From an optimization exercise on the open Yosys and OpenROAD flow, aimed at small area, a short achievable clock period and few clock cycles per item; shortcuts taken in it are not production practice.
Only simulation tests tie the RTL to the original design; equivalence was not proved.
No activity file was given, so power comes from the tool's default toggle rates.

Setup of run A:
==> flow/design.v (excerpt) <==
module vrtb_ts (
    input  wire        clk,
    input  wire        rst,
    input  wire        start,
    input  wire        next,
    input  wire [95:0] t0,
    input  wire [63:0] k0,
    input  wire [31:0] blk_size,
    input  wire [31:0] rate,
    output wire        ready,
    output reg         ts_valid,
    output wire [31:0] ts_sec,
    output wire [39:0] ts_frac,
    output wire        ts_err
);
    localparam [39:0] PS  = 40'd1000000000000;
    localparam [27:0] P5  = 28'd244140625;           
    localparam [3:0] S_IDLE = 4'd0,
                     S_LD   = 4'd1,    
                     S_PS   = 4'd2,    
                     S_CP1  = 4'd3,    
                     S_BZ   = 4'd4,    
                     S_CP2  = 4'd5,    
                     S_HDBL = 4'd6,    
                     S_HADD = 4'd7,    
                     S_T0   = 4'd8,    
                     S_WRAP = 4'd9;    
    reg [3:0]  state;
    reg        phase;      
    reg [5:0]  cnt;        
    reg        first;      
    reg        kz;         
    reg        bz;         
    reg [5:0]  tcnt;       
    reg        wrap;       
    reg        r1;         
    reg        bzero, kzero;
    reg [5:0]  bmsb, kmsb;
    reg [31:0] y_sec;
    reg [39:0] y_frac;
    reg [31:0] y_rem;
    reg [31:0] y_remn;
    reg [31:0] r_r;
    reg [63:0] idx;
    reg [31:0] t_sec;
    reg        t_ovf;
    reg        t_hi;       
    reg [27:0] t_rem;
    reg [11:0] t_lo;
    wire [39:0] t_frac = {t_rem, t_lo};
    reg        a_kx, a_dbl, a_add, a_t, a_cpy, a_cps, a_ys0, a_nx;
    reg        b_cpy, b_cps, b_nx;
    reg [32:0] a_ra;
    reg [31:0] a_rbs;
    reg [31:0] a_rbd;
    reg        a_ci;
    reg [40:0] b_fa;
    reg [32:0] b_sa;
    reg        b_oa;
    reg [39:0] b_fb;
    reg [31:0] b_sb;
    reg        b_ob;
    reg        b_fc;
    reg        ready_r;
    assign ready   = ready_r;
    assign ts_sec  = b_sa[31:0];
    assign ts_frac = b_fa[39:0];
    assign ts_err  = b_oa;
    function [5:0] msb32(input [31:0] v);
        integer i;
        begin
            msb32 = 6'd0;
            for (i = 0; i < 32; i = i + 1)
                if (v[i]) msb32 = i[5:0];
        end
    endfunction
    function [5:0] msb64(input [63:0] v);
  ...
Size in the first run: roughly 3800 cells after synthesis, roughly 600 flip-flops, roughly 35000 sq um of cells after synthesis.
clock: 8.0 ns
lec_check: 0
cap_margin: 20
core_margin: 2
core_utilization: 40
place_density: 0.85
setup_slack_margin: 4.5
slew_margin: 20
tns_end_percent: 0
run.sh (not shown) runs the stock make flow with config.mk's settings and CLKGATE_MAP_FILE= SYNTH_SCRIPT=/design/flow/synth_recipe.tcl, a recipe that flattens the netlist after the stock synthesis.
Run A completed end to end with timing, DRC and antenna clean.
Testbench counts of run A, summed over its fixed seeds: cycles 3,984, items 1,152.
Setup changes, run A to run B
Settings: a change of SLEW_MARGIN from 20 to 10; a change of PLACE_DENSITY from 0.85 to 0.75; a change of CAP_MARGIN from 20 to 10.
## What came out
The instance count on the critical path of run B is higher than that of run A. Compared with run A, run B improves setup slack after layout. Taking run A as the reference, in run B power lost 1.7%, initial antenna violation count went down 3, switching share of total power ~0 delta.
Input changes introduced in run C (baseline for comparison: run B):
Settings: changing TNS_END_PERCENT from 0 to 10; removing PLACE_DENSITY (formerly 0.75); changing CAP_MARGIN from 10 to 20; changing SLEW_MARGIN from 10 to 20.
--- outcome ---
The via total after detailed routing reported for run C is smaller than that of run B by about 1.5%. Compared with run B, run C is the more power-hungry design. Run C vs. run B: utilization went up by 0.82 points. Run C vs. run B: combinational cell power saw an increase, setup slack at placement saw a decrease, buffers inserted during post-CTS setup optimization grew by 22, arrival time at the worst endpoint now larger. Re design area: run C is 1.7% up on run B. Going from run B to run C, the instance count on the critical path was found to have gone down by 2.
> inputs changed (run C -> run D)
Settings: changing CORE_UTILIZATION from 40 to 50; setting PLACE_DENSITY to 0.75 for the first time; changing TNS_END_PERCENT from 10 to 0.
==> results.txt <==
- Of the two candidates, run C has the worse clock skew and run D the better one.
- [run D vs run C] routed length per placed instance: lower in run D
- Compared to run C, the routing of run D uses less wire.
- Run D gives more global-route usage than run C did.
- Share of power burned in combinational logic: run D and run C compared, higher one is run C
## Diff of input files: run E against run D
Settings: CORE_UTILIZATION changed from 50 to 40.
Results
Run E | stages: all done | timing, DRC, antenna: all pass
The run showing the smaller relative area change from synthesis to final layout is run D.
Vias: run E above run D
Diff run D -> run E: total power draw fell 0.36%; routed wire length rose 4.6%.
From run D to run E the numbers moved as follows: sum of overflow across all layers after global routing flat; clock network fraction of design power lost 0.8 points.

========
vrtb_ts again, from the RTL that the note above started with.
clock: 8.0 ns
lec_check: 0
cap_margin: 20
core_margin: 2
core_utilization: 40
place_density: 0.7
setup_slack_margin: 4.5
slew_margin: 20
tns_end_percent: 0
Testbench counts at the start, summed over its fixed seeds: cycles 3,984, items 1,152.
Change:
- CORE_UTILIZATION: 40 -> 55
- PLACE_DENSITY: 0.7 -> not set
Outcome:
- power went down by 1.1%
- combinational power went down by about 0.6%
- core utilization went up by 17 points
- clock skew went down by 13 ps
- worst setup slack loses 110 ps
Change:
- CORE_UTILIZATION: 55 -> 40
=> Count of clock-buffer cells in the layout came out higher by 6. Worst hold slack degrades by 7.1 ps. Global-route usage drops by 6.8 points.

========
Another version of the RTL of vrtb_ts (not shown whole).
Size: ~600 flip-flops, ~300 I/O pins, ~35000 sq um of cells after synthesis.
Settings: LEC_CHECK=0, CAP_MARGIN=20, CORE_MARGIN=2, CORE_UTILIZATION=40, SETUP_SLACK_MARGIN=5, SLEW_MARGIN=20, TNS_END_PERCENT=0; clock period 8.0 ns.
Testbench counts at the start, summed over its fixed seeds: cycles 3,984, items 1,152.
Change:
- SETUP_SLACK_MARGIN: 5 -> 4.5
What happened: The new run completed without violations; final cell count stays the same; wire length is unchanged; power does not change; die area is unchanged; via count stays the same.
Change:
- TNS_END_PERCENT: 0 -> not set
Effect: Cell area came out higher by 5.8%. Setup slack degrades by 27 ps. Synthesized cell count is unchanged. Power came out higher by 8.9%. Core utilization came out higher by 2.8 points. Clock skew came out lower by 16 ps.

## port drivers added, routing unchanged
The flow's constraints put no driver on any port. The routed layouts listed below were extracted and timed again, unchanged, in two steps. Step 1 assumes that a clkbuf_16 drives the clock port and a buf_2 every other input. Step 2 also shifts input and output timing later by t, the mid clock arrival at the registers, as if the neighbouring blocks saw the same clock. a / b / c = ideal / step 1 / step 2; a / b = the first two.
| run | t (ns) | slack for setup (ns) | worst hold slack (ns) | cell pins on the clock port's net |
|---|---|---|---|---|
| run A | 0.684 | 4.062 / 4.062 / 3.410 | 0.337 / 0.337 / 0.337 | 1 |
| run B | 0.685 | 4.099 / 4.099 / 3.528 | 0.326 / 0.326 / 0.326 | 1 |
| run C | 0.677 | 4.057 / 4.057 / 3.545 | 0.324 / 0.324 / 0.324 | 1 |
| run D | 0.688 | 4.150 / 4.150 / 3.559 | 0.336 / 0.336 / 0.336 | 1 |
| run E | 0.683 | 4.115 / 4.115 / 3.530 | 0.326 / 0.326 / 0.326 | 1 |
| the first run of note 2 | 0.681 | 4.116 / 4.116 / 3.644 | 0.328 / 0.328 / 0.328 | 1 |
| the second run of note 2 | 0.667 | 4.001 / 4.001 / 3.550 | 0.332 / 0.332 / 0.332 | 1 |
| the third run of note 2 | 0.681 | 4.019 / 4.019 / 3.558 | 0.324 / 0.324 / 0.324 | 1 |
| the first run of note 3 | 0.679 | 3.865 / 3.838 / 3.630 | 0.333 / 0.333 / 0.333 | 1 |
| the second run of note 3 | 0.679 | 3.865 / 3.838 / 3.630 | 0.333 / 0.333 / 0.333 | 1 |
| the third run of note 3 | 0.685 | 3.839 / 3.839 / 3.839 | 0.352 / 0.352 / 0.352 | 1 |
After both steps setup and hold are still met in every run listed. The setup slack of run A, which loses most, moves by 0.000 ns with the drivers and by -0.652 ns with both steps.
